Source: an optimization exercise on an open RTL-to-GDS flow (aim: small area and a short achievable clock period). Production flows keep margins and buffers that such runs may drop. Only simulation tests tie the RTL to the original design; equivalence was not proved.

==> design.v <==
module p2core (
    input  logic        clk,
    input  logic        rst,
    output logic [31:0] imem_pc,
    input  logic [63:0] imem_word,
    input  logic        imem_ok,
    output logic        dmem_re,
    output logic        dmem_we,
    output logic [11:0] dmem_addr,
    output logic [31:0] dmem_wdata,
    input  logic [31:0] dmem_rdata,
    output logic        ret_valid,
    output logic [31:0] ret_pc,
    output logic        ret_has_dest,
    output logic [3:0]  ret_rd,
    output logic [31:0] ret_value,
    output logic        halted,
    output logic        fault,
    output logic [2:0]  fault_code,
    output logic [31:0] fault_pc,
    output logic [63:0] fault_info,
    output logic [31:0] cycles,
    output logic [31:0] retired
);
    localparam logic [31:0] PC_BASE = 32'd4000;
    localparam logic [3:0] OP_MOVC  = 4'h1, OP_ADD  = 4'h2, OP_SUB  = 4'h3, OP_AND = 4'h4,
                           OP_OR    = 4'h5, OP_XOR  = 4'h6, OP_MUL  = 4'h7, OP_DIV = 4'h8,
                           OP_LOAD  = 4'h9, OP_STORE = 4'hA, OP_BZ  = 4'hB, OP_BNZ = 4'hC,
                           OP_JUMP  = 4'hD, OP_NOP  = 4'hE, OP_HALT = 4'hF;
    localparam logic [3:0] I_NONE = 4'b0000, I_MOVC = 4'b0001, I_ADD = 4'b0010, I_SUB = 4'b0011,
                           I_AND  = 4'b0100, I_OR   = 4'b0101, I_XOR = 4'b0110,
                           I_LD   = 4'b1000, I_ST   = 4'b1001,
                           I_MUL  = 4'b1010, I_DIV  = 4'b1011,
                           I_BZ   = 4'b1100, I_BNZ  = 4'b1101, I_JUMP = 4'b1110;
    localparam logic [2:0] F_ILLEGAL = 3'd1, F_FETCH_RANGE = 3'd2, F_FETCH_ALIGN = 3'd3,
                           F_DIV_ZERO = 3'd4, F_DATA_RANGE = 3'd5;
    function automatic logic is_br(input logic [3:0] c);
        is_br = c[3] & c[2];
    endfunction
    function automatic logic is_mul(input logic [3:0] c);
        is_mul = c[3] & ~c[2] & c[1];
    endfunction
    function automatic logic is_int(input logic [3:0] c);
        is_int = ~c[3] | (c[3:1] == 3'b100);
    endfunction
    function automatic logic is_mem(input logic [3:0] c);
        is_mem = (c[3:1] == 3'b100);
    endfunction
    logic [31:0] q_pc;
    logic        q_fd_has, q_fd_ok, q_fetch_en, q_br_pend, q_mem_busy;
    logic        q_we_pre, q_re_pre;     
    logic        q_halted, q_fault;
    logic [2:0]  q_fcode;
    logic [31:0] q_fpc;                  
    logic [63:0] q_finfo;                
    logic [31:0] q_cycles, q_retired;
    logic        q_ret_valid, q_ret_hd;
    logic [3:0]  q_ret_rd;
    logic [31:0] q_ret_pc, q_ret_val;
    logic [31:0] q_hpc;                  
    logic [15:0][31:0] q_arf;
    logic [15:0]       q_arf_wr;         
    logic [15:0][3:0]  q_rt_tag;
    logic [15:0]       q_rt_src;
    logic [15:0]       q_rob_cmp, q_rob_rv, q_rob_hd, q_rob_tk;
    logic [15:0][3:0]  q_rob_rd;
    logic [15:0][31:0] q_rob_val;
    logic [3:0]        q_rob_head, q_rob_tail;
    logic [4:0]        q_rob_cnt;
    logic        q_rdl_has, q_rdl_hd, q_rdl_v1, q_rdl_v2;
    logic [3:0]  q_rdl_op, q_rdl_rd;
    logic [31:0] q_rdl_s1, q_rdl_s2, q_rdl_x;
    logic [7:0]        q_iq_alloc, q_iq_v1, q_iq_v2;
    logic [7:0][3:0]   q_iq_op, q_iq_tag;
    logic [7:0][31:0]  q_iq_s1, q_iq_s2;
    logic [7:0]        q_lsq_st, q_lsq_av;
    logic [7:0][31:0]  q_lsq_addr;
    logic [7:0][3:0]   q_lsq_rob;
    logic [2:0]        q_lsq_head, q_lsq_tail;
    logic [3:0]        q_lsq_cnt;
    logic        q_int_has, q_br_has;
    logic [3:0]  q_int_op, q_int_tag, q_br_op, q_br_tag;
    logic [31:0] q_int_a, q_int_b, q_br_a, q_br_b;
    logic        q_io_has, q_io_hd, q_mo_has, q_me_has, q_bo_has;
    logic [3:0]  q_io_tag, q_mo_tag, q_me_tag, q_bo_tag;
    logic        q_m1_has, q_m1_div, q_m2_has, q_m2_div, q_m2_neg, q_m2_dz;
    logic        q_m3_has, q_m3_div, q_m3_neg, q_m3_dz, q_m4_has, q_m4_div, q_m4_neg, q_m4_dz;
    logic [3:0]  q_m1_tag, q_m2_tag, q_m3_tag, q_m4_tag;
    logic [31:0] q_m1_a, q_m1_b;
    logic [31:0] q_m2_rem, q_m2_nq, q_m2_d, q_m3_rem, q_m3_nq, q_m3_d, q_m4_rem, q_m4_nq, q_m4_d;
    wire        s1_aneg = q_m1_div & q_m1_a[31];
    wire        s1_bneg = q_m1_div & q_m1_b[31];
    wire [31:0] s1_amag = s1_aneg ? (~q_m1_a + 32'd1) : q_m1_a;
    wire [31:0] s1_bmag = s1_bneg ? (~q_m1_b + 32'd1) : q_m1_b;
    wire [31:0] s1_prod = q_m1_a * q_m1_b;
    wire [0:0] dx0 = s1_amag[31];
    wire [31:0] dd0 = s1_bmag;
    wire [1:0] ddf0 = {1'b0, dx0} - {1'b0, dd0[0:0]};
    wire dok0 = ~|dd0[31:1] & ~ddf0[1];
    wire [0:0] drn0 = dok0 ? ddf0[0:0] : dx0;
    wire [31:0] dr1_r = 32'(drn0);
    wire [31:0] dr1_n = {s1_amag[30:0], dok0};
    wire [31:0] dr1_d = dd0;
    wire [1:0] dx1 = {dr1_r[0:0], dr1_n[31]};
    wire [31:0] dd1 = dr1_d;
    wire [2:0] ddf1 = {1'b0, dx1} - {1'b0, dd1[1:0]};
    wire dok1 = ~|dd1[31:2] & ~ddf1[2];
    wire [1:0] drn1 = dok1 ? ddf1[1:0] : dx1;
    wire [31:0] dr2_r = 32'(drn1);
    wire [31:0] dr2_n = {dr1_n[30:0], dok1};
    wire [31:0] dr2_d = dd1;
    wire [2:0] dx2 = {dr2_r[1:0], dr2_n[31]};
    wire [31:0] dd2 = dr2_d;
    wire [3:0] ddf2 = {1'b0, dx2} - {1'b0, dd2[2:0]};
    wire dok2 = ~|dd2[31:3] & ~ddf2[3];
    wire [2:0] drn2 = dok2 ? ddf2[2:0] : dx2;
    wire [31:0] dr3_r = 32'(drn2);
    wire [31:0] dr3_n = {dr2_n[30:0], dok2};
    wire [31:0] dr3_d = dd2;
    wire [3:0] dx3 = {dr3_r[2:0], dr3_n[31]};
    wire [31:0] dd3 = dr3_d;
    wire [4:0] ddf3 = {1'b0, dx3} - {1'b0, dd3[3:0]};
    wire dok3 = ~|dd3[31:4] & ~ddf3[4];
    wire [3:0] drn3 = dok3 ? ddf3[3:0] : dx3;
    wire [31:0] dr4_r = 32'(drn3);
    wire [31:0] dr4_n = {dr3_n[30:0], dok3};
    wire [31:0] dr4_d = dd3;
    wire [4:0] dx4 = {dr4_r[3:0], dr4_n[31]};
    wire [31:0] dd4 = dr4_d;
    wire [5:0] ddf4 = {1'b0, dx4} - {1'b0, dd4[4:0]};
    wire dok4 = ~|dd4[31:5] & ~ddf4[5];
    wire [4:0] drn4 = dok4 ? ddf4[4:0] : dx4;
    wire [31:0] dr5_r = 32'(drn4);
    wire [31:0] dr5_n = {dr4_n[30:0], dok4};
    wire [31:0] dr5_d = dd4;
    wire [5:0] dx5 = {dr5_r[4:0], dr5_n[31]};
    wire [31:0] dd5 = dr5_d;
    wire [6:0] ddf5 = {1'b0, dx5} - {1'b0, dd5[5:0]};
    wire dok5 = ~|dd5[31:6] & ~ddf5[6];
    wire [5:0] drn5 = dok5 ? ddf5[5:0] : dx5;
    wire [31:0] dr6_r = 32'(drn5);
    wire [31:0] dr6_n = {dr5_n[30:0], dok5};
    wire [31:0] dr6_d = dd5;
    wire [6:0] dx6 = {dr6_r[5:0], dr6_n[31]};
    wire [31:0] dd6 = dr6_d;
    wire [7:0] ddf6 = {1'b0, dx6} - {1'b0, dd6[6:0]};
    wire dok6 = ~|dd6[31:7] & ~ddf6[7];
    wire [6:0] drn6 = dok6 ? ddf6[6:0] : dx6;
    wire [31:0] dr7_r = 32'(drn6);
    wire [31:0] dr7_n = {dr6_n[30:0], dok6};
    wire [31:0] dr7_d = dd6;
    wire [7:0] dx7 = {dr7_r[6:0], dr7_n[31]};
    wire [31:0] dd7 = dr7_d;
    wire [8:0] ddf7 = {1'b0, dx7} - {1'b0, dd7[7:0]};
    wire dok7 = ~|dd7[31:8] & ~ddf7[8];
    wire [7:0] drn7 = dok7 ? ddf7[7:0] : dx7;
    wire [31:0] dr8_r = 32'(drn7);
    wire [31:0] dr8_n = {dr7_n[30:0], dok7};
    wire [31:0] dr8_d = dd7;
    wire [8:0] dx8 = {dr8_r[7:0], dr8_n[31]};
    wire [31:0] dd8 = dr8_d;
    wire [9:0] ddf8 = {1'b0, dx8} - {1'b0, dd8[8:0]};
    wire dok8 = ~|dd8[31:9] & ~ddf8[9];
    wire [8:0] drn8 = dok8 ? ddf8[8:0] : dx8;
    wire [31:0] dr9_r = 32'(drn8);
    wire [31:0] dr9_n = {dr8_n[30:0], dok8};
    wire [31:0] dr9_d = dd8;
    wire [9:0] dx9 = {dr9_r[8:0], dr9_n[31]};
    wire [31:0] dd9 = dr9_d;
    wire [10:0] ddf9 = {1'b0, dx9} - {1'b0, dd9[9:0]};
    wire dok9 = ~|dd9[31:10] & ~ddf9[10];
    wire [9:0] drn9 = dok9 ? ddf9[9:0] : dx9;
    wire [31:0] dr10_r = 32'(drn9);
    wire [31:0] dr10_n = {dr9_n[30:0], dok9};
    wire [31:0] dr10_d = dd9;
    wire [10:0] dx10 = {dr10_r[9:0], dr10_n[31]};
    wire [31:0] dd10 = dr10_d;
    wire [11:0] ddf10 = {1'b0, dx10} - {1'b0, dd10[10:0]};
    wire dok10 = ~|dd10[31:11] & ~ddf10[11];
    wire [10:0] drn10 = dok10 ? ddf10[10:0] : dx10;
    wire [31:0] dr11_r = 32'(drn10);
    wire [31:0] dr11_n = {dr10_n[30:0], dok10};
    wire [31:0] dr11_d = dd10;
    wire [11:0] dx11 = {q_m2_rem[10:0], q_m2_nq[31]};
    wire [31:0] dd11 = q_m2_d;
    wire [12:0] ddf11 = {1'b0, dx11} - {1'b0, dd11[11:0]};
    wire dok11 = ~|dd11[31:12] & ~ddf11[12];
    wire [11:0] drn11 = dok11 ? ddf11[11:0] : dx11;
    wire [31:0] dr12_r = 32'(drn11);
    wire [31:0] dr12_n = {q_m2_nq[30:0], dok11};
    wire [31:0] dr12_d = dd11;
    wire [12:0] dx12 = {dr12_r[11:0], dr12_n[31]};
    wire [31:0] dd12 = dr12_d;
    wire [13:0] ddf12 = {1'b0, dx12} - {1'b0, dd12[12:0]};
    wire dok12 = ~|dd12[31:13] & ~ddf12[13];
    wire [12:0] drn12 = dok12 ? ddf12[12:0] : dx12;
    wire [31:0] dr13_r = 32'(drn12);
    wire [31:0] dr13_n = {dr12_n[30:0], dok12};
    wire [31:0] dr13_d = dd12;
    wire [13:0] dx13 = {dr13_r[12:0], dr13_n[31]};
    wire [31:0] dd13 = dr13_d;
    wire [14:0] ddf13 = {1'b0, dx13} - {1'b0, dd13[13:0]};
    wire dok13 = ~|dd13[31:14] & ~ddf13[14];
    wire [13:0] drn13 = dok13 ? ddf13[13:0] : dx13;
    wire [31:0] dr14_r = 32'(drn13);
    wire [31:0] dr14_n = {dr13_n[30:0], dok13};
    wire [31:0] dr14_d = dd13;
    wire [14:0] dx14 = {dr14_r[13:0], dr14_n[31]};
    wire [31:0] dd14 = dr14_d;
    wire [15:0] ddf14 = {1'b0, dx14} - {1'b0, dd14[14:0]};
    wire dok14 = ~|dd14[31:15] & ~ddf14[15];
    wire [14:0] drn14 = dok14 ? ddf14[14:0] : dx14;
    wire [31:0] dr15_r = 32'(drn14);
    wire [31:0] dr15_n = {dr14_n[30:0], dok14};
    wire [31:0] dr15_d = dd14;
    wire [15:0] dx15 = {dr15_r[14:0], dr15_n[31]};
    wire [31:0] dd15 = dr15_d;
    wire [16:0] ddf15 = {1'b0, dx15} - {1'b0, dd15[15:0]};
    wire dok15 = ~|dd15[31:16] & ~ddf15[16];
    wire [15:0] drn15 = dok15 ? ddf15[15:0] : dx15;
    wire [31:0] dr16_r = 32'(drn15);
    wire [31:0] dr16_n = {dr15_n[30:0], dok15};
    wire [31:0] dr16_d = dd15;
    wire [16:0] dx16 = {dr16_r[15:0], dr16_n[31]};
    wire [31:0] dd16 = dr16_d;
    wire [17:0] ddf16 = {1'b0, dx16} - {1'b0, dd16[16:0]};
    wire dok16 = ~|dd16[31:17] & ~ddf16[17];
    wire [16:0] drn16 = dok16 ? ddf16[16:0] : dx16;
    wire [31:0] dr17_r = 32'(drn16);
    wire [31:0] dr17_n = {dr16_n[30:0], dok16};
    wire [31:0] dr17_d = dd16;
    wire [17:0] dx17 = {dr17_r[16:0], dr17_n[31]};
    wire [31:0] dd17 = dr17_d;
    wire [18:0] ddf17 = {1'b0, dx17} - {1'b0, dd17[17:0]};
    wire dok17 = ~|dd17[31:18] & ~ddf17[18];
    wire [17:0] drn17 = dok17 ? ddf17[17:0] : dx17;
    wire [31:0] dr18_r = 32'(drn17);
    wire [31:0] dr18_n = {dr17_n[30:0], dok17};
    wire [31:0] dr18_d = dd17;
    wire [18:0] dx18 = {q_m3_rem[17:0], q_m3_nq[31]};
    wire [31:0] dd18 = q_m3_d;
    wire [19:0] ddf18 = {1'b0, dx18} - {1'b0, dd18[18:0]};
    wire dok18 = ~|dd18[31:19] & ~ddf18[19];
    wire [18:0] drn18 = dok18 ? ddf18[18:0] : dx18;
    wire [31:0] dr19_r = 32'(drn18);
    wire [31:0] dr19_n = {q_m3_nq[30:0], dok18};
    wire [31:0] dr19_d = dd18;
    wire [19:0] dx19 = {dr19_r[18:0], dr19_n[31]};
    wire [31:0] dd19 = dr19_d;
    wire [20:0] ddf19 = {1'b0, dx19} - {1'b0, dd19[19:0]};
    wire dok19 = ~|dd19[31:20] & ~ddf19[20];
    wire [19:0] drn19 = dok19 ? ddf19[19:0] : dx19;
    wire [31:0] dr20_r = 32'(drn19);
    wire [31:0] dr20_n = {dr19_n[30:0], dok19};
    wire [31:0] dr20_d = dd19;
    wire [20:0] dx20 = {dr20_r[19:0], dr20_n[31]};
    wire [31:0] dd20 = dr20_d;
    wire [21:0] ddf20 = {1'b0, dx20} - {1'b0, dd20[20:0]};
    wire dok20 = ~|dd20[31:21] & ~ddf20[21];
    wire [20:0] drn20 = dok20 ? ddf20[20:0] : dx20;
    wire [31:0] dr21_r = 32'(drn20);
    wire [31:0] dr21_n = {dr20_n[30:0], dok20};
    wire [31:0] dr21_d = dd20;
    wire [21:0] dx21 = {dr21_r[20:0], dr21_n[31]};
    wire [31:0] dd21 = dr21_d;
    wire [22:0] ddf21 = {1'b0, dx21} - {1'b0, dd21[21:0]};
    wire dok21 = ~|dd21[31:22] & ~ddf21[22];
    wire [21:0] drn21 = dok21 ? ddf21[21:0] : dx21;
    wire [31:0] dr22_r = 32'(drn21);
    wire [31:0] dr22_n = {dr21_n[30:0], dok21};
    wire [31:0] dr22_d = dd21;
    wire [22:0] dx22 = {dr22_r[21:0], dr22_n[31]};
    wire [31:0] dd22 = dr22_d;
    wire [23:0] ddf22 = {1'b0, dx22} - {1'b0, dd22[22:0]};
    wire dok22 = ~|dd22[31:23] & ~ddf22[23];
    wire [22:0] drn22 = dok22 ? ddf22[22:0] : dx22;
    wire [31:0] dr23_r = 32'(drn22);
    wire [31:0] dr23_n = {dr22_n[30:0], dok22};
    wire [31:0] dr23_d = dd22;
    wire [23:0] dx23 = {dr23_r[22:0], dr23_n[31]};
    wire [31:0] dd23 = dr23_d;
    wire [24:0] ddf23 = {1'b0, dx23} - {1'b0, dd23[23:0]};
    wire dok23 = ~|dd23[31:24] & ~ddf23[24];
    wire [23:0] drn23 = dok23 ? ddf23[23:0] : dx23;
    wire [31:0] dr24_r = 32'(drn23);
    wire [31:0] dr24_n = {dr23_n[30:0], dok23};
    wire [31:0] dr24_d = dd23;
    wire [24:0] dx24 = {dr24_r[23:0], dr24_n[31]};
    wire [31:0] dd24 = dr24_d;
    wire [25:0] ddf24 = {1'b0, dx24} - {1'b0, dd24[24:0]};
    wire dok24 = ~|dd24[31:25] & ~ddf24[25];
    wire [24:0] drn24 = dok24 ? ddf24[24:0] : dx24;
    wire [31:0] dr25_r = 32'(drn24);
    wire [31:0] dr25_n = {dr24_n[30:0], dok24};
    wire [31:0] dr25_d = dd24;
    wire [25:0] dx25 = {q_m4_rem[24:0], q_m4_nq[31]};
    wire [31:0] dd25 = q_m4_d;
    wire [26:0] ddf25 = {1'b0, dx25} - {1'b0, dd25[25:0]};
    wire dok25 = ~|dd25[31:26] & ~ddf25[26];
    wire [25:0] drn25 = dok25 ? ddf25[25:0] : dx25;
    wire [31:0] dr26_r = 32'(drn25);
    wire [31:0] dr26_n = {q_m4_nq[30:0], dok25};
    wire [31:0] dr26_d = dd25;
    wire [26:0] dx26 = {dr26_r[25:0], dr26_n[31]};
    wire [31:0] dd26 = dr26_d;
    wire [27:0] ddf26 = {1'b0, dx26} - {1'b0, dd26[26:0]};
    wire dok26 = ~|dd26[31:27] & ~ddf26[27];
    wire [26:0] drn26 = dok26 ? ddf26[26:0] : dx26;
    wire [31:0] dr27_r = 32'(drn26);
    wire [31:0] dr27_n = {dr26_n[30:0], dok26};
    wire [31:0] dr27_d = dd26;
    wire [27:0] dx27 = {dr27_r[26:0], dr27_n[31]};
    wire [31:0] dd27 = dr27_d;
    wire [28:0] ddf27 = {1'b0, dx27} - {1'b0, dd27[27:0]};
    wire dok27 = ~|dd27[31:28] & ~ddf27[28];
    wire [27:0] drn27 = dok27 ? ddf27[27:0] : dx27;
    wire [31:0] dr28_r = 32'(drn27);
    wire [31:0] dr28_n = {dr27_n[30:0], dok27};
    wire [31:0] dr28_d = dd27;
    wire [28:0] dx28 = {dr28_r[27:0], dr28_n[31]};
    wire [31:0] dd28 = dr28_d;
    wire [29:0] ddf28 = {1'b0, dx28} - {1'b0, dd28[28:0]};
    wire dok28 = ~|dd28[31:29] & ~ddf28[29];
    wire [28:0] drn28 = dok28 ? ddf28[28:0] : dx28;
    wire [31:0] dr29_r = 32'(drn28);
    wire [31:0] dr29_n = {dr28_n[30:0], dok28};
    wire [31:0] dr29_d = dd28;
    wire [29:0] dx29 = {dr29_r[28:0], dr29_n[31]};
    wire [31:0] dd29 = dr29_d;
    wire [30:0] ddf29 = {1'b0, dx29} - {1'b0, dd29[29:0]};
    wire dok29 = ~|dd29[31:30] & ~ddf29[30];
    wire [29:0] drn29 = dok29 ? ddf29[29:0] : dx29;
    wire [31:0] dr30_r = 32'(drn29);
    wire [31:0] dr30_n = {dr29_n[30:0], dok29};
    wire [31:0] dr30_d = dd29;
    wire [30:0] dx30 = {dr30_r[29:0], dr30_n[31]};
    wire [31:0] dd30 = dr30_d;
    wire [31:0] ddf30 = {1'b0, dx30} - {1'b0, dd30[30:0]};
    wire dok30 = ~|dd30[31:31] & ~ddf30[31];
    wire [30:0] drn30 = dok30 ? ddf30[30:0] : dx30;
    wire [31:0] dr31_r = 32'(drn30);
    wire [31:0] dr31_n = {dr30_n[30:0], dok30};
    wire [31:0] dr31_d = dd30;
    wire [31:0] dx31 = {dr31_r[30:0], dr31_n[31]};
    wire [31:0] dd31 = dr31_d;
    wire [32:0] ddf31 = {1'b0, dx31} - {1'b0, dd31[31:0]};
    wire dok31 = 1'b1 & ~ddf31[32];
    wire [31:0] drn31 = dok31 ? ddf31[31:0] : dx31;
    wire [31:0] dquot = {dr31_n[30:0], dok31};
    wire [31:0] m4_value = q_m4_div ? (q_m4_neg ? (~dquot + 32'd1) : dquot) : q_m4_d;
    wire        run     = ~q_halted & ~q_fault;
    wire [3:0]  h       = q_rob_head;
    wire        ret_go  = (q_rob_cnt != 5'd0) & q_rob_cmp[h];
    wire [31:0] val_h   = q_rob_val[h];
    wire [3:0]  rd_h    = q_rob_rd[h];
    wire        arf_go  = ret_go & q_rob_hd[h];
    wire        rt_clr  = arf_go & q_rt_src[rd_h] & (q_rt_tag[rd_h] == h) &
                          ~(q_rdl_has & q_rdl_hd & (q_rdl_rd == rd_h));
    wire [3:0]  head1   = h + {3'd0, ret_go};
    wire [4:0]  cnt1    = q_rob_cnt - {4'd0, ret_go};
    wire io_f = q_io_has & q_io_hd;
    function automatic logic [32:0] fwd(input logic v, input logic [31:0] s,
                                        input logic iof, input logic [3:0] iot, input logic [31:0] iov,
                                        input logic mof, input logic [3:0] mot, input logic [31:0] mov,
                                        input logic mef, input logic [3:0] met, input logic [31:0] mev);
        logic hi, hm, he;
        hi = iof & ~v & (s[3:0] == iot);
        hm = mof & ~v & (s[3:0] == mot);
        he = mef & ~v & (s[3:0] == met);
        fwd[32]   = v | hi | hm | he;
        fwd[31:0] = ({32{hi}} & iov) | ({32{hm}} & mov) | ({32{he}} & mev) |
                    ({32{~(hi | hm | he)}} & s);
    endfunction
    wire [7:0]       fv1 = q_iq_v1, fv2 = q_iq_v2;
    wire [7:0][31:0] fs1 = q_iq_s1, fs2 = q_iq_s2;
    wire             frv1 = q_rdl_v1, frv2 = q_rdl_v2;
    wire [31:0]      frs1 = q_rdl_s1, frs2 = q_rdl_s2;
    logic [15:0] rv_set, cmp_fwd;
    always_comb begin
        for (int i = 0; i < 16; i++) begin
            rv_set[i]  = (io_f & (q_io_tag == 4'(i))) | (q_mo_has & (q_mo_tag == 4'(i))) |
                         (q_me_has & (q_me_tag == 4'(i)));
            cmp_fwd[i] = rv_set[i] | (q_io_has & (q_io_tag == 4'(i))) | (q_bo_has & (q_bo_tag == 4'(i)));
        end
    end
    wire [2:0]  lh        = q_lsq_head;
    wire [31:0] head_addr = q_lsq_addr[lh];
    wire [3:0]  head_rob  = q_lsq_rob[lh];
    wire        head_st   = q_lsq_st[lh];
    wire        head_oob  = (head_addr[31:12] != 20'd0);
    wire        mem_acc   = q_mem_busy & ~head_oob;
    wire        mem_flt   = run & q_mem_busy & head_oob;
    wire        mem_start = ~q_mem_busy & (q_lsq_cnt != 4'd0) & q_lsq_av[lh] &
                            (~head_st | (head_rob == head1));
    wire [3:0]  lcnt1     = q_lsq_cnt - {3'd0, mem_acc};
    assign dmem_addr  = head_addr[11:0];
    assign dmem_wdata = val_h;
    assign dmem_we    = r_we_pre & ~rst;
    assign dmem_re    = r_re_pre & ~rst;
    wire dz_m4   = q_m4_has & q_m4_div & q_m4_dz;
    wire div_flt = run & ~mem_flt & dz_m4;
    wire mo_go   = q_m4_has & ~(q_m4_div & q_m4_dz);
    wire stop2   = mem_flt | div_flt;
    wire        int_mem = is_mem(q_int_op);
    wire        int_st  = (q_int_op == I_ST);
    wire [2:0]  int_li  = q_int_tag[2:0];
    wire        int_sub = (q_int_op == I_SUB);
    wire [31:0] add_x   = int_mem ? q_lsq_addr[int_li] : q_int_a;
    wire [31:0] add_s   = add_x + (q_int_b ^ {32{int_sub}}) + {31'd0, int_sub};
    wire [31:0] ea      = add_s;
    logic [31:0] iv;
    always_comb begin
        case (q_int_op)
            I_MOVC:  iv = q_int_b;
            I_ADD:   iv = add_s;
            I_SUB:   iv = add_s;
            I_AND:   iv = q_int_a & q_int_b;
            I_OR:    iv = q_int_a | q_int_b;
            default: iv = q_int_a ^ q_int_b;
        endcase
    end
    wire [3:0]  st_rob  = q_lsq_rob[int_li];
    wire        io_go   = q_int_has & ~int_mem;
    wire        iw_go   = q_int_has & (~int_mem | int_st);
    wire [3:0]  iw_idx  = int_st ? st_rob : q_int_tag;
    wire [31:0] iw_val  = int_st ? q_int_a : iv;
    logic        taken;
    logic [31:0] target;
    always_comb begin
        case (q_br_op)
            I_BZ:    begin taken = (q_br_a == 32'd0); target = q_br_b;          end
            I_BNZ:   begin taken = (q_br_a != 32'd0); target = q_br_b;          end
            default: begin taken = 1'b1;              target = q_br_a + q_br_b; end
        endcase
    end
    wire br_tk = q_br_has & taken;
    logic [7:0] rdy_i, rdy_m, rdy_b, sel_i, sel_m, sel_b;
    always_comb begin
        for (int k = 0; k < 8; k++) begin
            rdy_i[k] = q_iq_alloc[k] & fv1[k] & fv2[k] & is_int(q_iq_op[k]);
            rdy_m[k] = q_iq_alloc[k] & fv1[k] & fv2[k] & is_mul(q_iq_op[k]);
            rdy_b[k] = q_iq_alloc[k] & fv1[k] & fv2[k] & is_br(q_iq_op[k]);
        end
        sel_i = rdy_i & ~(rdy_i - 8'd1);
        sel_m = rdy_m & ~(rdy_m - 8'd1);
        sel_b = rdy_b & ~(rdy_b - 8'd1);
    end
    wire [7:0] alloc1 = q_iq_alloc & ~(sel_i | sel_m | sel_b);
    logic [3:0]  n_int_op, n_int_tag, n_br_op, n_br_tag, n_m1_tag;
    logic        n_m1_div;
    logic [31:0] n_int_a, n_int_b, n_br_a, n_br_b, n_m1_a, n_m1_b;
    logic [7:0] iq_div;
    always_comb
        for (int k = 0; k < 8; k++) iq_div[k] = (q_iq_op[k] == I_DIV);
    always_comb begin
        n_int_op = '0;  n_int_tag = '0;  n_int_a = '0;  n_int_b = '0;
        n_m1_div = '0;  n_m1_tag = '0;   n_m1_a = '0;   n_m1_b = '0;
        n_br_op = '0;   n_br_tag = '0;   n_br_a = '0;   n_br_b = '0;
        for (int k = 0; k < 8; k++) begin
            n_int_op  = n_int_op  | ({4{sel_i[k]}} & q_iq_op[k]);
            n_int_tag = n_int_tag | ({4{sel_i[k]}} & q_iq_tag[k]);
            n_int_a   = n_int_a   | ({32{sel_i[k]}} & fs1[k]);
            n_int_b   = n_int_b   | ({32{sel_i[k]}} & fs2[k]);
            n_m1_div  = n_m1_div  | (sel_m[k] & iq_div[k]);
            n_m1_tag  = n_m1_tag  | ({4{sel_m[k]}} & q_iq_tag[k]);
            n_m1_a    = n_m1_a    | ({32{sel_m[k]}} & fs1[k]);
            n_m1_b    = n_m1_b    | ({32{sel_m[k]}} & fs2[k]);
            n_br_op   = n_br_op   | ({4{sel_b[k]}} & q_iq_op[k]);
            n_br_tag  = n_br_tag  | ({4{sel_b[k]}} & q_iq_tag[k]);
            n_br_a    = n_br_a    | ({32{sel_b[k]}} & fs1[k]);
            n_br_b    = n_br_b    | ({32{sel_b[k]}} & fs2[k]);
        end
    end
    wire [7:0] freev   = ~alloc1;
    wire [7:0] fsel    = freev & ~(freev - 8'd1);
    wire       rdl_mem = is_mem(q_rdl_op);
    wire       disp    = q_rdl_has & (freev != 8'd0) & (cnt1 != 5'd16) &
                         ~(rdl_mem & (lcnt1 == 4'd8));
    wire [3:0] t       = q_rob_tail;
    wire [3:0] tail1   = t + {3'd0, disp};
    wire [2:0] lt      = q_lsq_tail;
    wire       rdl_has2 = q_rdl_has & ~disp;
    wire [63:0] w     = q_finfo;
    wire [3:0]  fop   = w[59:56];
    logic [3:0] iop;
    logic       d_rd, d_s1, d_s2;
    always_comb begin
        d_rd = 1'b0;  d_s1 = 1'b0;  d_s2 = 1'b0;
        case (fop)
            OP_MOVC:  begin iop = I_MOVC; d_rd = 1'b1; end
            OP_ADD:   begin iop = I_ADD;  d_rd = 1'b1; d_s1 = 1'b1; d_s2 = 1'b1; end
            OP_SUB:   begin iop = I_SUB;  d_rd = 1'b1; d_s1 = 1'b1; d_s2 = 1'b1; end
            OP_AND:   begin iop = I_AND;  d_rd = 1'b1; d_s1 = 1'b1; d_s2 = 1'b1; end
            OP_OR:    begin iop = I_OR;   d_rd = 1'b1; d_s1 = 1'b1; d_s2 = 1'b1; end
            OP_XOR:   begin iop = I_XOR;  d_rd = 1'b1; d_s1 = 1'b1; d_s2 = 1'b1; end
            OP_MUL:   begin iop = I_MUL;  d_rd = 1'b1; d_s1 = 1'b1; d_s2 = 1'b1; end
            OP_DIV:   begin iop = I_DIV;  d_rd = 1'b1; d_s1 = 1'b1; d_s2 = 1'b1; end
            OP_LOAD:  begin iop = I_LD;   d_rd = 1'b1; d_s1 = 1'b1; end
            OP_STORE: begin iop = I_ST;   d_s1 = 1'b1; d_s2 = 1'b1; end
            OP_BZ:    begin iop = I_BZ;   d_s1 = 1'b1; end
            OP_BNZ:   begin iop = I_BNZ;  d_s1 = 1'b1; end
            OP_JUMP:  begin iop = I_JUMP; d_s1 = 1'b1; end
            default:  begin iop = I_NONE; end
        endcase
    end
    wire illegal = (w[63:56] == 8'h00) || (w[63:56] > 8'h0F) ||
                   (d_rd && w[55:52] != 4'd0) || (d_s1 && w[47:44] != 4'd0) ||
                   (d_s2 && w[39:36] != 4'd0);
    wire fd_has1  = q_fd_has & ~br_tk;
    wire br_pend1 = q_br_pend & ~q_br_has;
    wire ren_try  = fd_has1 & ~br_pend1 & ~rdl_has2;
    wire f_flt    = run & ~stop2 & ren_try & ~q_fd_ok;
    wire i_flt    = run & ~stop2 & ren_try & q_fd_ok & illegal;
    wire ren      = ren_try & q_fd_ok & ~illegal;
    wire       ld   = (iop == I_LD);
    wire [3:0] r1   = w[43:40];
    wire [3:0] r2   = ld ? w[43:40] : w[35:32];
    wire       use1 = d_s1 & ~ld;
    wire       use2 = d_s2 | ld;
    function automatic logic [32:0] src_read(input logic [3:0] r, input logic [31:0] robv);
        logic [3:0]  p;
        logic        insrc, rvp;
        logic [31:0] av;
        p     = q_rt_tag[r];
        insrc = q_rt_src[r];
        rvp   = (q_rob_rv[p] | rv_set[p]) & ~(disp & q_rdl_hd & (q_rdl_rd == r));
        av    = q_arf_wr[r] ? q_arf[r] : 32'd0;
        if (!insrc)   src_read = {1'b1, av};
        else if (rvp) src_read = {1'b1, robv};
        else          src_read = {1'b0, 28'd0, p};
    endfunction
    wire        mf_pend = q_mem_busy & head_oob;
    wire [3:0]  p1r  = mf_pend ? head_rob : dz_m4 ? q_m4_tag : q_rt_tag[r1];
    wire [31:0] robv1 = q_rob_val[p1r];
    wire [31:0] robv2 = q_rob_val[q_rt_tag[r2]];
    wire [32:0] rs1v = src_read(r1, robv1);
    wire [32:0] rs2v = src_read(r2, robv2);
    wire [31:0] imm2 = (iop == I_BZ || iop == I_BNZ) ? q_fpc + w[31:0] : w[31:0];
    wire        nv1  = use1 ? rs1v[32] : 1'b1;
    wire [31:0] ns1  = use1 ? rs1v[31:0] : w[31:0];
    wire        nv2  = use2 ? rs2v[32] : 1'b1;
    wire [31:0] ns2  = use2 ? rs2v[31:0] : imm2;
    wire stop3  = stop2 | f_flt | i_flt;
    wire n_run  = run & ~stop3 & ~(ret_go & ~q_rob_hd[h] & (rd_h == 4'hF));
    wire fd_has2 = fd_has1 & ~ren;
    wire fetch  = run & ~stop3 & ~br_tk & (q_fetch_en | br_tk) & ~fd_has2;
    wire [31:0] pc_inc = q_pc + 32'd4;
    wire        dw_go  = disp | br_tk;
    wire [3:0]  dw_idx = br_tk ? q_br_tag : t;
    wire [31:0] dw_val = br_tk ? target : q_rdl_x;
    logic [15:0][31:0] n_rob_val;
    always_comb begin
        for (int i = 0; i < 16; i++) begin
            logic wd, wi, wm, we;
            wd = dw_go & (dw_idx == 4'(i));
            wi = iw_go & (iw_idx == 4'(i));
            wm = mo_go & (q_m4_tag == 4'(i));
            we = mem_acc & ~head_st & (head_rob == 4'(i));
            n_rob_val[i] = ({32{wd}} & dw_val) | ({32{wi}} & iw_val) | ({32{wm}} & m4_value) |
                           ({32{we}} & dmem_rdata) |
                           ({32{~(wd | wi | wm | we)}} & q_rob_val[i]);
        end
    end
    wire        fi_zero = run & (div_flt | f_flt);
    wire        fp_hold = ~(mem_flt | div_flt | fetch);
    wire        fi_hold = ~(mem_flt | fi_zero | fetch);
    wire [31:0] n_fpc   = ({32{mem_flt & head_st}} & q_hpc) | ({32{mem_flt & ~head_st}} & robv1) |
                          ({32{div_flt}} & robv1) | ({32{fetch}} & q_pc) | ({32{fp_hold}} & q_fpc);
    wire [63:0] n_finfo = ({64{mem_flt}} & {32'd0, head_addr}) | ({64{fetch}} & imem_word) |
                          ({64{fi_hold}} & q_finfo);
    wire ci_go = q_int_has & ~int_mem;
    wire ce_go = mem_acc & ~head_st;
    logic [7:0]       cv1, cv2;
    logic [7:0][31:0] cs1, cs2;
    logic             crv1, crv2;
    logic [31:0]      crs1, crs2;
    always_comb begin
        for (int k = 0; k < 8; k++) begin
            if (disp && fsel[k]) begin
                {cv1[k], cs1[k]} = fwd(q_rdl_v1, q_rdl_s1, ci_go, q_int_tag, iv,
                                       mo_go, q_m4_tag, m4_value, ce_go, head_rob, dmem_rdata);
                {cv2[k], cs2[k]} = fwd(q_rdl_v2, q_rdl_s2, ci_go, q_int_tag, iv,
                                       mo_go, q_m4_tag, m4_value, ce_go, head_rob, dmem_rdata);
            end else begin
                {cv1[k], cs1[k]} = fwd(q_iq_v1[k], q_iq_s1[k], ci_go, q_int_tag, iv,
                                       mo_go, q_m4_tag, m4_value, ce_go, head_rob, dmem_rdata);
                {cv2[k], cs2[k]} = fwd(q_iq_v2[k], q_iq_s2[k], ci_go, q_int_tag, iv,
                                       mo_go, q_m4_tag, m4_value, ce_go, head_rob, dmem_rdata);
            end
        end
        if (ren) begin
            {crv1, crs1} = fwd(nv1, ns1, ci_go, q_int_tag, iv,
                               mo_go, q_m4_tag, m4_value, ce_go, head_rob, dmem_rdata);
            {crv2, crs2} = fwd(nv2, ns2, ci_go, q_int_tag, iv,
                               mo_go, q_m4_tag, m4_value, ce_go, head_rob, dmem_rdata);
        end else begin
            {crv1, crs1} = fwd(q_rdl_v1, q_rdl_s1, ci_go, q_int_tag, iv,
                               mo_go, q_m4_tag, m4_value, ce_go, head_rob, dmem_rdata);
            {crv2, crs2} = fwd(q_rdl_v2, q_rdl_s2, ci_go, q_int_tag, iv,
                               mo_go, q_m4_tag, m4_value, ce_go, head_rob, dmem_rdata);
        end
    end
    logic rst_q;
    logic [31:0] r_pc, n_pc;
    assign q_pc = rst_q ? PC_BASE : r_pc;
    logic [31:0] r_hpc, n_hpc;
    assign q_hpc = rst_q ? PC_BASE : r_hpc;
    logic r_fd_has, n_fd_has;
    assign q_fd_has = rst_q ? 1'b0 : r_fd_has;
    logic r_fetch_en, n_fetch_en;
    assign q_fetch_en = rst_q ? 1'b1 : r_fetch_en;
    logic r_br_pend, n_br_pend;
    assign q_br_pend = rst_q ? 1'b0 : r_br_pend;
    logic r_mem_busy, n_mem_busy;
    assign q_mem_busy = rst_q ? 1'b0 : r_mem_busy;
    logic r_we_pre, n_we_pre;
    assign q_we_pre = rst_q ? 1'b0 : r_we_pre;
    logic r_re_pre, n_re_pre;
    assign q_re_pre = rst_q ? 1'b0 : r_re_pre;
    logic r_halted, n_halted;
    assign q_halted = rst_q ? 1'b0 : r_halted;
    logic r_fault, n_fault;
    assign q_fault = rst_q ? 1'b0 : r_fault;
    logic [31:0] r_cycles, n_cycles;
    assign q_cycles = rst_q ? 32'd0 : r_cycles;
    logic [31:0] r_retired, n_retired;
    assign q_retired = rst_q ? 32'd0 : r_retired;
    logic r_ret_valid, n_ret_valid;
    assign q_ret_valid = rst_q ? 1'b0 : r_ret_valid;
    logic [15:0] r_arf_wr, n_arf_wr;
    assign q_arf_wr = rst_q ? 16'd0 : r_arf_wr;
    logic [15:0] r_rt_src, n_rt_src;
    assign q_rt_src = rst_q ? 16'd0 : r_rt_src;
    logic [3:0] r_rob_head, n_rob_head;
    assign q_rob_head = rst_q ? 4'd0 : r_rob_head;
    logic [3:0] r_rob_tail, n_rob_tail;
    assign q_rob_tail = rst_q ? 4'd0 : r_rob_tail;
    logic [4:0] r_rob_cnt, n_rob_cnt;
    assign q_rob_cnt = rst_q ? 5'd0 : r_rob_cnt;
    logic r_rdl_has, n_rdl_has;
    assign q_rdl_has = rst_q ? 1'b0 : r_rdl_has;
    logic [7:0] r_iq_alloc, n_iq_alloc;
    assign q_iq_alloc = rst_q ? 8'd0 : r_iq_alloc;
    logic [2:0] r_lsq_head, n_lsq_head;
    assign q_lsq_head = rst_q ? 3'd0 : r_lsq_head;
    logic [2:0] r_lsq_tail, n_lsq_tail;
    assign q_lsq_tail = rst_q ? 3'd0 : r_lsq_tail;
    logic [3:0] r_lsq_cnt, n_lsq_cnt;
    assign q_lsq_cnt = rst_q ? 4'd0 : r_lsq_cnt;
    logic r_int_has, n_int_has;
    assign q_int_has = rst_q ? 1'b0 : r_int_has;
    logic r_br_has, n_br_has;
    assign q_br_has = rst_q ? 1'b0 : r_br_has;
    logic r_m1_has, n_m1_has;
    assign q_m1_has = rst_q ? 1'b0 : r_m1_has;
    logic r_m2_has, n_m2_has;
    assign q_m2_has = rst_q ? 1'b0 : r_m2_has;
    logic r_m3_has, n_m3_has;
    assign q_m3_has = rst_q ? 1'b0 : r_m3_has;
    logic r_m4_has, n_m4_has;
    assign q_m4_has = rst_q ? 1'b0 : r_m4_has;
    logic r_io_has, n_io_has;
    assign q_io_has = rst_q ? 1'b0 : r_io_has;
    logic r_mo_has, n_mo_has;
    assign q_mo_has = rst_q ? 1'b0 : r_mo_has;
    logic r_me_has, n_me_has;
    assign q_me_has = rst_q ? 1'b0 : r_me_has;
    logic r_bo_has, n_bo_has;
    assign q_bo_has = rst_q ? 1'b0 : r_bo_has;
    always_comb begin
        n_pc = q_pc;
        n_hpc = q_hpc;
        n_fd_has = q_fd_has;
        n_fetch_en = q_fetch_en;
        n_br_pend = q_br_pend;
        n_mem_busy = q_mem_busy;
        n_we_pre = q_we_pre;
        n_re_pre = q_re_pre;
        n_halted = q_halted;
        n_fault = q_fault;
        n_cycles = q_cycles;
        n_retired = q_retired;
        n_ret_valid = q_ret_valid;
        n_arf_wr = q_arf_wr;
        n_rt_src = q_rt_src;
        n_rob_head = q_rob_head;
        n_rob_tail = q_rob_tail;
        n_rob_cnt = q_rob_cnt;
        n_rdl_has = q_rdl_has;
        n_iq_alloc = q_iq_alloc;
        n_lsq_head = q_lsq_head;
        n_lsq_tail = q_lsq_tail;
        n_lsq_cnt = q_lsq_cnt;
        n_int_has = q_int_has;
        n_br_has = q_br_has;
        n_m1_has = q_m1_has;
        n_m2_has = q_m2_has;
        n_m3_has = q_m3_has;
        n_m4_has = q_m4_has;
        n_io_has = q_io_has;
        n_mo_has = q_mo_has;
        n_me_has = q_me_has;
        n_bo_has = q_bo_has;
        if (run) begin
            n_cycles = q_cycles + 32'd1;
            if (ret_go) begin
                n_retired = q_retired + 32'd1;
                n_hpc     = q_rob_tk[h] ? val_h : q_hpc + 32'd4;
                if (!q_rob_hd[h] && rd_h == 4'hF) n_halted = 1'b1;
            end
            if (stop3) n_fault = 1'b1;
            if (!stop2 && br_tk) n_pc = target;
            else if (fetch)      n_pc = pc_inc;
        end
        n_ret_valid = run & ret_go;
        n_fd_has   = fd_has2 | fetch;
        if (fetch) n_fetch_en = ~(imem_ok && imem_word[63:56] == 8'h0F);
        else if (br_tk) n_fetch_en = 1'b1;
        n_br_pend  = br_pend1 | (ren & is_br(iop));
        n_mem_busy = q_mem_busy ? ~mem_acc : mem_start;
        n_we_pre   = ~rst & n_run & mem_start & ~head_oob & head_st;
        n_re_pre   = ~rst & n_run & mem_start & ~head_oob & ~head_st;
        if (arf_go) n_arf_wr[rd_h] = 1'b1;
        for (int r = 0; r < 16; r++) begin
            if (ren && d_rd && w[51:48] == 4'(r)) n_rt_src[r] = 1'b1;
            else if (rt_clr && rd_h == 4'(r))    n_rt_src[r] = 1'b0;
        end
        n_rob_head = head1;
        n_rob_tail = tail1;
        n_rob_cnt  = cnt1 + {4'd0, disp};
        n_rdl_has  = rdl_has2 | ren;
        n_iq_alloc = alloc1 | (disp ? fsel : 8'd0);
        if (mem_acc) n_lsq_head = lh + 3'd1;
        if (disp && rdl_mem) n_lsq_tail = lt + 3'd1;
        n_lsq_cnt = lcnt1 + {3'd0, disp & rdl_mem};
        n_int_has = (sel_i != 8'd0);
        n_br_has  = (sel_b != 8'd0);
        n_m1_has  = (sel_m != 8'd0);
        n_m2_has  = q_m1_has;  n_m3_has = q_m2_has;  n_m4_has = q_m3_has;
        n_io_has = io_go;
        n_mo_has = mo_go;
        n_me_has = mem_acc & ~head_st;
        n_bo_has = q_br_has;
    end
    always_ff @(posedge clk) begin
        rst_q <= rst;
        r_pc <= n_pc;
        r_hpc <= n_hpc;
        r_fd_has <= n_fd_has;
        r_fetch_en <= n_fetch_en;
        r_br_pend <= n_br_pend;
        r_mem_busy <= n_mem_busy;
        r_we_pre <= n_we_pre;
        r_re_pre <= n_re_pre;
        r_halted <= n_halted;
        r_fault <= n_fault;
        r_cycles <= n_cycles;
        r_retired <= n_retired;
        r_ret_valid <= n_ret_valid;
        r_arf_wr <= n_arf_wr;
        r_rt_src <= n_rt_src;
        r_rob_head <= n_rob_head;
        r_rob_tail <= n_rob_tail;
        r_rob_cnt <= n_rob_cnt;
        r_rdl_has <= n_rdl_has;
        r_iq_alloc <= n_iq_alloc;
        r_lsq_head <= n_lsq_head;
        r_lsq_tail <= n_lsq_tail;
        r_lsq_cnt <= n_lsq_cnt;
        r_int_has <= n_int_has;
        r_br_has <= n_br_has;
        r_m1_has <= n_m1_has;
        r_m2_has <= n_m2_has;
        r_m3_has <= n_m3_has;
        r_m4_has <= n_m4_has;
        r_io_has <= n_io_has;
        r_mo_has <= n_mo_has;
        r_me_has <= n_me_has;
        r_bo_has <= n_bo_has;
    end
    always_ff @(posedge clk) begin
        if (run) begin
            if (mem_flt)      q_fcode <= F_DATA_RANGE;
            else if (div_flt) q_fcode <= F_DIV_ZERO;
            else if (f_flt)   q_fcode <= (q_fpc[1:0] != 2'd0) ? F_FETCH_ALIGN : F_FETCH_RANGE;
            else if (i_flt)   q_fcode <= F_ILLEGAL;
        end
        q_fpc   <= n_fpc;
        q_finfo <= n_finfo;
        if (fetch) q_fd_ok <= imem_ok;
        q_ret_pc  <= q_hpc;
        q_ret_hd  <= q_rob_hd[h];
        q_ret_rd  <= rd_h;
        q_ret_val <= val_h;
        if (arf_go) q_arf[rd_h] <= val_h;
        if (ren && d_rd) q_rt_tag[w[51:48]] <= tail1;
        for (int i = 0; i < 16; i++) begin
            if (disp && t == 4'(i)) begin
                q_rob_cmp[i]  <= 1'b0;
                q_rob_rv[i]   <= 1'b0;
                q_rob_hd[i]   <= q_rdl_hd;
                q_rob_rd[i]   <= q_rdl_rd;
                q_rob_tk[i]   <= 1'b0;
            end else begin
                if (cmp_fwd[i] || (mem_acc && head_st && head_rob == 4'(i))) q_rob_cmp[i] <= 1'b1;
                if (rv_set[i]) q_rob_rv[i] <= 1'b1;
                if (q_br_has && q_br_tag == 4'(i)) q_rob_tk[i] <= taken;
            end
            q_rob_val[i] <= n_rob_val[i];
        end
        if (ren) begin
            q_rdl_op   <= iop;
            q_rdl_rd   <= d_rd ? w[51:48] : {4{fop == OP_HALT}};
            q_rdl_hd   <= d_rd;
            q_rdl_x    <= (iop == I_ST) ? w[31:0] : q_fpc;
        end
        q_rdl_v1 <= crv1;  q_rdl_s1 <= crs1;
        q_rdl_v2 <= crv2;  q_rdl_s2 <= crs2;
        for (int k = 0; k < 8; k++) begin
            if (disp && fsel[k]) begin
                q_iq_op[k]  <= q_rdl_op;
                q_iq_tag[k] <= rdl_mem ? {1'b0, lt} : t;
            end
            q_iq_v1[k] <= cv1[k];  q_iq_s1[k] <= cs1[k];
            q_iq_v2[k] <= cv2[k];  q_iq_s2[k] <= cs2[k];
        end
        for (int l = 0; l < 8; l++) begin
            if (disp && rdl_mem && lt == 3'(l)) begin
                q_lsq_st[l]   <= (q_rdl_op == I_ST);
                q_lsq_av[l]   <= 1'b0;
                q_lsq_rob[l]  <= t;
                q_lsq_addr[l] <= (q_rdl_op == I_ST) ? q_rdl_x : q_rdl_s1;
            end else if (q_int_has && int_mem && int_li == 3'(l)) begin
                q_lsq_av[l]   <= 1'b1;
                q_lsq_addr[l] <= ea;
            end
        end
        q_int_op <= n_int_op;  q_int_tag <= n_int_tag;  q_int_a <= n_int_a;  q_int_b <= n_int_b;
        q_br_op  <= n_br_op;   q_br_tag  <= n_br_tag;   q_br_a  <= n_br_a;   q_br_b  <= n_br_b;
        q_m1_div <= n_m1_div;  q_m1_tag  <= n_m1_tag;   q_m1_a  <= n_m1_a;   q_m1_b  <= n_m1_b;
        q_m2_div <= q_m1_div;  q_m2_tag <= q_m1_tag;
        q_m2_neg <= s1_aneg ^ s1_bneg;
        q_m2_dz  <= (q_m1_b == 32'd0);
        q_m2_rem <= dr11_r;  q_m2_nq <= dr11_n;
        q_m2_d   <= q_m1_div ? s1_bmag : s1_prod;
        q_m3_div <= q_m2_div;  q_m3_tag <= q_m2_tag;  q_m3_neg <= q_m2_neg;  q_m3_dz <= q_m2_dz;
        q_m3_rem <= dr18_r;  q_m3_nq <= dr18_n;  q_m3_d <= q_m2_d;
        q_m4_div <= q_m3_div;  q_m4_tag <= q_m3_tag;  q_m4_neg <= q_m3_neg;  q_m4_dz <= q_m3_dz;
        q_m4_rem <= dr25_r;  q_m4_nq <= dr25_n;  q_m4_d <= q_m3_d;
        q_io_hd  <= (q_int_op != I_NONE);
        q_io_tag <= q_int_tag;
        q_mo_tag <= q_m4_tag;
        q_me_tag <= head_rob;
        q_bo_tag <= q_br_tag;
    end
    assign imem_pc      = q_pc;
    assign ret_valid    = q_ret_valid;
    assign ret_pc       = q_ret_pc;
    assign ret_has_dest = q_ret_hd;
    assign ret_rd       = q_ret_rd;
    assign ret_value    = q_ret_val;
    assign halted       = q_halted;
    assign fault        = q_fault;
    assign fault_code   = q_fcode;
    assign fault_pc     = q_fpc;
    assign fault_info   = q_finfo;
    assign cycles       = q_cycles;
    assign retired      = q_retired;
endmodule
==> flow/run.sh <==
#!/bin/bash
# Layout flow: the standard ORFS flow (standard.sh), with two settings
# changed:
#  - ports are buffered with sky130_fd_sc_hd__buf_2 (instead of the default
#    delay buffer);
#  - clock tree synthesis builds its tree from clkbuf_4 and inserts no dummy
#    loads.
# Everything else (synthesis, floorplan, power grid, placement, routing) is
# the standard flow. ORFS writes each step's full log under orfs/logs/; the
# make output goes to flow_make.log here.
set -o pipefail
bash standard.sh finish \
  "BUFFER_PORTS_ARGS=-buffer_cell sky130_fd_sc_hd__buf_2" \
  "CTS_ARGS=-sink_clustering_enable -repair_clock_nets -dont_use_dummy_load -buf_list sky130_fd_sc_hd__clkbuf_4" \
  > flow_make.log 2>&1
status=$?
tail -40 flow_make.log
exit $status
==> standard.sh <==
#!/bin/bash
# synth_recipe.tcl (not shown) runs the flow's synth.tcl, then flattens the netlist and writes it again
# the make line also repeats each setting of config.mk as NAME=value (left out here)
make -C /OpenROAD-flow-scripts/flow DESIGN_CONFIG=/design/flow/config.mk WORK_HOME=/design/flow/orfs CLKGATE_MAP_FILE= SYNTH_SCRIPT=/design/flow/synth_recipe.tcl "${@:-finish}"
==> config.mk <==
export PLATFORM = sky130hd
export DESIGN_NAME = p2core
export DESIGN_NICKNAME = p2core
export VERILOG_FILES = /design/flow/design.v
export SDC_FILE = /design/flow/constraint.sdc
export NUM_CORES = 8
export LEC_CHECK = 0
export CAP_MARGIN = 20
export CORE_MARGIN = 2
export CORE_UTILIZATION = 30
export PLACE_DENSITY = 0.4
export SLEW_MARGIN = 20
==> constraint.sdc <==
create_clock -name core_clock -period 90.0 [get_ports {clk}]
set_input_delay 18.0000 -clock core_clock [delete_from_list [all_inputs] [get_ports {clk}]]
set_output_delay 18.0000 -clock core_clock [all_outputs]
set_load 0.01 [all_outputs]
==> results of run 1 <==
-- final cells by class --
class / count / area, um^2 / share of cell area [%]
inverter: 1091 / 4140 / 1.68
multi-input combinational: 17800 / 140000 / 56.7
tap: 9858 / 12300 / 4.99
timing repair buffer: 1408 / 9780 / 3.96
antenna: 354 / 886 / 0.359
sequential: 3104 / 72800 / 29.5
clock buffer: 923 / 6930 / 2.81
-- cell families after synthesis --
group	after synthesis	synth area share (%)
fa+ha+maj	1283	8.70
xor+xnor	900	3.54
flops	3104	32.7
mux	2098	13.7
buf+inv	3220	5.53
compound gates	7402	23.4
simple gates	6125	12.4
-- flip-flops by register name, summed over array words and instances (netlist names), 64 cells and up --
| name | count |
|---|---|
| q_arf | 512 |
| q_finfo | 64 |
| q_iq_s1 | 256 |
| q_iq_s2 | 256 |
| q_lsq_addr | 256 |
| q_rob_rd | 64 |
| q_rob_val | 512 |
| q_rt_tag | 64 |
-- worst max-delay path, cell delays in order --
cell and delay (ps):
buf_2 130, nor2b_1 120, buf_2 140
-- per-layer routing --
layer | up-vias | share of wire [%]
met5 | - | 0.096
met4 | 85 | 9.1
met3 | 5330 | 13
met2 | 17300 | 41
met1 | 114000 | 37
li1 | 92200 | -
-- metrics by stage --
stage	worst slack, ps	cell area [um^2]
floorplan	53820	222000
finish	53610	247000
global route	53580	247000
detailed placement	53610	239000
global placement	53600	239000
CTS	53600	246000
-- placed cells by master, fill, tap and decap left out, drive strengths merged, types with 396 or more instances in the layout --
cell type / synthesis / layout
buf: 337 / 1403
inv: 1084 / 1087
fa: 441 / 441
nand3: 396 / 396
dfxtp: 2043 / 2043
nor2: 1283 / 1283
xor2: 402 / 402
a21oi: 1723 / 1723
xnor2: 498 / 498
mux2: 928 / 928
mux4: 655 / 655
nand2: 2824 / 2824
o21ai: 1516 / 1516
a221oi: 555 / 555
a222oi: 741 / 741
edfxtp: 1061 / 1061
clkbuf: 1792 / 928
mux2i: 515 / 515
ha: 842 / 842
-- how the worst max path moves through the flow --
stage,start,to,slack [ps]
final,rst,dmem_re,53610
after global routing,rst,dmem_re,53580
after CTS,rst,dmem_re,53600
after detailed placement,rst,dmem_re,53610
after global placement,rst,dmem_re,53600
after floorplan,rst,dmem_re,53820
==> flow_summary_export.csv, run 1 <==
group,metric,value,unit
drt,drt-wirelength-per-cell,39.9,um
flow_run,maxCapViolCount,0,
global_route,met1_usage,41.7,%
floorplanning,start_util,30.1,%
clock_tree,clock_latency,2040,ps
hold_path,holdPathEnd,"q_m4_nq[27]$_DFF_P_",
floorplanning,die_height,865,um
worst_setup_path,rr_startpoint,"q_m3_d[1]$_DFF_P_",
timing,worst_pin_slew,1400,ps
worst_setup_path,worstPathArrival,18390,ps
global_route,first_global_vias,214000,
clock_tree,h-tree-depth,6,
worst_setup_path,regToRegEndpoint,"q_m4_rem[11]$_DFF_P_",
placed_design,port_buffers,411,
global_route,antenna_found_initial,234,
hold_path,hp-start,"q_m3_nq[20]$_DFF_P_",
worst_setup_path,required,72000,ps
drt,dr.pass1.iters,20,
worst_setup_path,criticalPathCategory,"input pin to output port",
global_route,grt_pass1_wl,1840,mm
synthesis,synth_seq_area_share,32.7,%
worst_setup_path,path_max_fanout,4,
synthesis,synth.avg_cell_area,9.22,um^2
synthesis,synthArstFlopShare,0,%
placed_design,dpl.cell_count,33300,
layout,final_util,33.4,%
synthesis,yosys.area.top_type,"dfxtp_1",
hold_path,hold_path_class,"register to register",
status,outcome,"no timing/DRC/antenna violations",
global_route,grt_max_degree,169,
worst_setup_path,r2r.worst_path.cells,108,
timing,hold_viol_final,0,
layout,drive_gt1_share,18.5,%
drt,ant_nets,0,
global_route,grt_overflow_total,0,
global_route,grt_use_met2,50.3,%
synthesis,yosysWarningCount,1,
worst_setup_path,r2r_slack,60640,ps
synthesis,synth_nets,25500,
timing,fmax,0.0275,GHz
synthesis,synth.cell_area,222000,um^2
synthesis,ys_ff_latch,3104,
timing,timing.hold.ws,306,ps
clock_tree,tritoncts,"done",
timing,rsz0062_at_grt,"no",
synthesis,synthTopCellsByCount,"nand2_1, dfxtp_1, clkbuf_1",
drt,wl,1380,mm
synthesis,ys_types,121,
global_route,grt_use_met3,14.5,%
synthesis,synthFlopType,"dfxtp_1",
synthesis,yosysTopAreaCellShare,18.4,%
hold_path,min_path_cells,0,
timing,slew_headroom,6.98,%
floorplanning,dieArea,749000,um^2
layout,fin_nets,25700,
floorplanning,die_x,865,um
clock_tree,ctsRootBufferMaster,"clkbuf_4",
synthesis,synth_top_cells_by_area,"dfxtp_1, edfxtp_1, mux4_2, nand2_1, ha_1",
clock_tree,hold_buffers,0,
global_route,busiest_layer,"met2",
placed_design,gp_congestion,0.994,
clock_tree,clockBufferDepth,4,
timing,finalMaxSlewViolations,0,
timing,final.setup.tns,0,ps
timing,period_share,40.4,%
global_route,grt_usage,35.0,%
drt,vias_per_cell,6.63,
layout,fillers,76700,
clock_tree,cts_buffers,923,
layout,area_growth,11.0,%
synthesis,synth_edf_count,1061,
clock_tree,cts_resized,0,
timing,fin_skew,317,ps
layout,stdcell_count,34500,
drt,drt_iter0_drc,38100,
worst_setup_path,worstSetupEndpointType,"output port",
floorplanning,rows,316,
clock_tree,postCtsSetupRepairBufs,0,
floorplanning,core,740000,um^2
synthesis,yosysMostFrequentCell,"nand2_1",
clock_tree,cts.sinks,3104,
placed_design,place.detailed.hpwl,919,mm
drt,drcViolationCount,0,
timing,period_minus_slack,36390,ps
worst_setup_path,start_kind,"input pin",
floorplanning,pin_count,412,
drt,vias,229000,
synthesis,synth_cells,24100,
timing,finalSetupViolCount,0,
clock_tree,cts.clk_slew.worst_paths,60,ps
==> inputs of run 2 (changes only) <==
==> run.sh (new file) <==
#!/bin/bash
# synth_recipe.tcl (not shown) runs the flow's synth.tcl, then flattens the netlist and writes it again
# the make line also repeats each setting of config.mk as NAME=value (left out here)
make -C /OpenROAD-flow-scripts/flow DESIGN_CONFIG=/design/flow/config.mk WORK_HOME=/design/flow/orfs CLKGATE_MAP_FILE= SYNTH_SCRIPT=/design/flow/synth_recipe.tcl finish
removed: flow/run.sh
removed: standard.sh
==> run 2 against run 1 <==
Against the previous run: now fails the layout checks on capacitance limit; cell area grew 3.2%; worst setup slack got worse by 810 ps; synthesized area stayed put; routed wire length decreased by 0.67%; clock skew decreased by 190 ps; critical path depth unchanged; first-iteration DRC count up 0.32%; critical path type unchanged.
==> flow_summary_export.csv, run 2 <==
group,metric,value,unit
worst_setup_path,critPathMaxStageDelay,560,ps
clock_tree,cts.sinks,3104,
clock_tree,clockBufferDepth,4,
drt,wl,1370,mm
layout,drive_gt1_share,15.7,%
synthesis,yosysMostFrequentCell,"nand2_1",
clock_tree,clock_latency,1140,ps
synthesis,ys_ff_latch,3104,
synthesis,synth.avg_cell_area,9.22,um^2
worst_setup_path,required,72000,ps
layout,fin_nets,25200,
timing,worst_pin_slew,1500,ps
global_route,grt_usage,34.8,%
worst_setup_path,crit_chain,"clkdlybuf4s50_1, nor2b_1, clkdlybuf4s50_1",
timing,rsz0062_at_grt,"no",
floorplanning,die_x,865,um
timing,period_share,41.3,%
worst_setup_path,rr_startpoint,"q_m3_d[1]$_DFF_P_",
synthesis,synthFlopType,"dfxtp_1",
synthesis,synth.cell_area,222000,um^2
drt,vias_per_cell,6.56,
global_route,grt_max_degree,158,
floorplanning,pin_count,412,
global_route,antenna_found_initial,216,
worst_setup_path,r2r_slack,60870,ps
synthesis,synth_compound_area_share,23.4,%
floorplanning,start_util,30.1,%
worst_setup_path,path_max_fanout,4,
worst_setup_path,worstSetupEndpointType,"output port",
synthesis,yosysTopAreaCellShare,18.4,%
hold_path,holdPathEnd,"q_m3_nq[8]$_DFF_P_",
worst_setup_path,criticalPathCategory,"input pin to output port",
timing,finalWorstSetupSlack,52800,ps
synthesis,yosys.area_share.simple,12.4,%
hold_path,hp-start,"q_m2_nq[1]$_DFF_P_",
placed_design,place.detailed.hpwl,922,mm
timing,period_minus_slack,37200,ps
global_route,first_global_vias,211000,
worst_setup_path,start_kind,"input pin",
status,outcome,"finished with violations",
floorplanning,core,740000,um^2
clock_tree,tritoncts,"done",
clock_tree,h-tree-depth,5,
timing,finalMaxSlewViolations,2,
worst_setup_path,r2r.worst_path.cells,107,
synthesis,synthArstFlopShare,0,%
synthesis,synthTopCellsByCount,"nand2_1, dfxtp_1, clkbuf_1",
global_route,grt_use_met3,12.9,%
timing,final.setup.tns,0,ps
synthesis,synth_edf_count,1061,
global_route,grt_use_met2,50.9,%
timing,fin_skew,128,ps
clock_tree,ctsRootBufferMaster,"clkbuf_16",
synthesis,synth_seq_area_share,32.7,%
placed_design,dpl_cell_area,241000,um^2
clock_tree,postCtsSetupRepairBufs,0,
drt,vias,225000,
status,so_faults,"capacitance limit",
layout,regArea,72800,um^2
synthesis,synth_fa_ha_area_share,8.70,%
global_route,met1_usage,41.9,%
clock_tree,cts_buffers,398,
layout,fillers,75900,
placed_design,port_buffers,411,
global_route,grt_pass1_wl,1830,mm
timing,hold_viol_final,0,
synthesis,synthXorXnorAreaFrac,3.54,%
clock_tree,cts_resized,0,
layout,multi_input_area,140000,um^2
global_route,busiest_layer,"met2",
synthesis,synth_top_family_by_area,"compound AO/OA/AOI/OAI gates",
synthesis,yosysWarningCount,1,
floorplanning,dieArea,749000,um^2
timing,slew_headroom,-3.09,%
synthesis,yosys.area.top_type,"dfxtp_1",
layout,reg.largest.list,"q_arf (512), q_rob_val (512)",
drt,dr.pass1.iters,13,
synthesis,synth_top_cells_by_area,"dfxtp_1, edfxtp_1, mux4_2, nand2_1, ha_1",
synthesis,ys_types,121,
placed_design,gp_congestion,0.995,
floorplanning,die_height,865,um
synthesis,synthMuxAreaShare,13.7,%
timing,fmax,0.0269,GHz
synthesis,synth_cells,24100,
layout,area_growth,14.5,%
drt,ant_nets,0,
worst_setup_path,regToRegEndpoint,"q_m4_rem[8]$_DFF_P_",
layout,fin_area,255000,um^2
clock_tree,hold_buffers,0,
layout,layout_commonest_cell,"nand2_1",
synthesis,synth_nets,25500,
worst_setup_path,path_common_cell,"clkdlybuf4s50_1",
layout,layout_common_cells,"nand2_1, dfxtp_1, a21oi_1",
worst_setup_path,cpMaxStageDelayCell,"clkdlybuf4s50_1",
timing,finalSetupViolCount,0,
worst_setup_path,worstPathArrival,19200,ps
hold_path,min_path_cells,0,
drt,drcViolationCount,0,
flow_run,maxCapViolCount,1,
placed_design,preCtsSetupSlack,52800,ps
hold_path,hold_path_class,"register to register",
floorplanning,rows,316,
clock_tree,cts.clk_slew.worst_paths,60,ps
drt,drt-wirelength-per-cell,39.9,um
global_route,grt_overflow_total,0,
drt,drt_iter0_drc,38200,
worst_setup_path,startpoint,"rst",
==> run 2: cell counts after synthesis <==
No cell type changed its count.
==> run 2: cell families (layout without fill, tap and decap cells) <==
group,after synthesis,after routing
buffers and inverters,3220,3232
other,0,314
and+or+nand+nor,6125,6125
muxes,2098,2098
adders and majority gates,1283,1283
DFF,3104,3104
xor gates and xnor gates,900,900
AOI/OAI and AO/OA,7402,7402
==> run 2: area by class of cell <==
class	instances	area share (%)
Clock buffer	582	4.52
Inverter	1091	1.62
Antenna cell	314	0.308
Sequential cell	3104	28.6
Timing Repair Buffer	1400	4.55
Clock inverter	159	0.600
Tap cell	9858	4.84
Multi-Input combinational cell	17800	55.0
==> run 2: through the flow <==
stage	std cells	util, %	hold slack [ps]
floorplan	24100	-	310
global placement	33200	32.5	310
detailed placement	33200	32.5	312
CTS	34000	34.3	304
global route	34200	34.4	315
finish	34300	34.4	299
==> run 2: critical path: cells and delay by family <==
| family | cells | cell delay (ps) |
|---|---|---|
| buf+inv | 2 | 1040 |
| simple gates | 1 | 160 |
==> run 2: metal layers <==
metal,up-vias,wire length [um]
met5,-,1730
met4,87,122000
met3,4797,165000
met1,113000,512000
met2,16200,568000
li1,91300,-
==> run 2: worst max path at each step <==
stage                          to  slack (ps)  cells after the start
final                     dmem_we       52800                      3
after floorplan           dmem_re       53820                      1
after global placement    dmem_we       52810                      3
after global routing      dmem_we       52740                      3
after detailed placement  dmem_we       52800                      3
after CTS                 dmem_we       52780                      3

re-timing with driven ports:
How much do the figures lean on ideal ports? The routed layouts below were timed once more, with nothing changed but the port constraints. Step 1 assumes that a clkbuf_16 drives the clock port and a buf_2 every other input. Step 2, shift: input delay + t, output delay - t, t = (earliest + latest rising clock arrival at the registers) / 2. This alone moves slack from input paths to output paths. Three values: ideal, step 1, step 2; two values: the first two.
run	t (ns)	setup slack, ns	slew at the worst register clock pin (ns)
run 1	2.045	53.611 / 53.588 / 53.588	0.08 / 0.08
run 2	1.228	52.803 / 52.776 / 52.776	0.07 / 0.07
For run 2, which loses most, drivers alone change the setup slack by -0.027 ns; drivers and shift together by -0.027 ns.
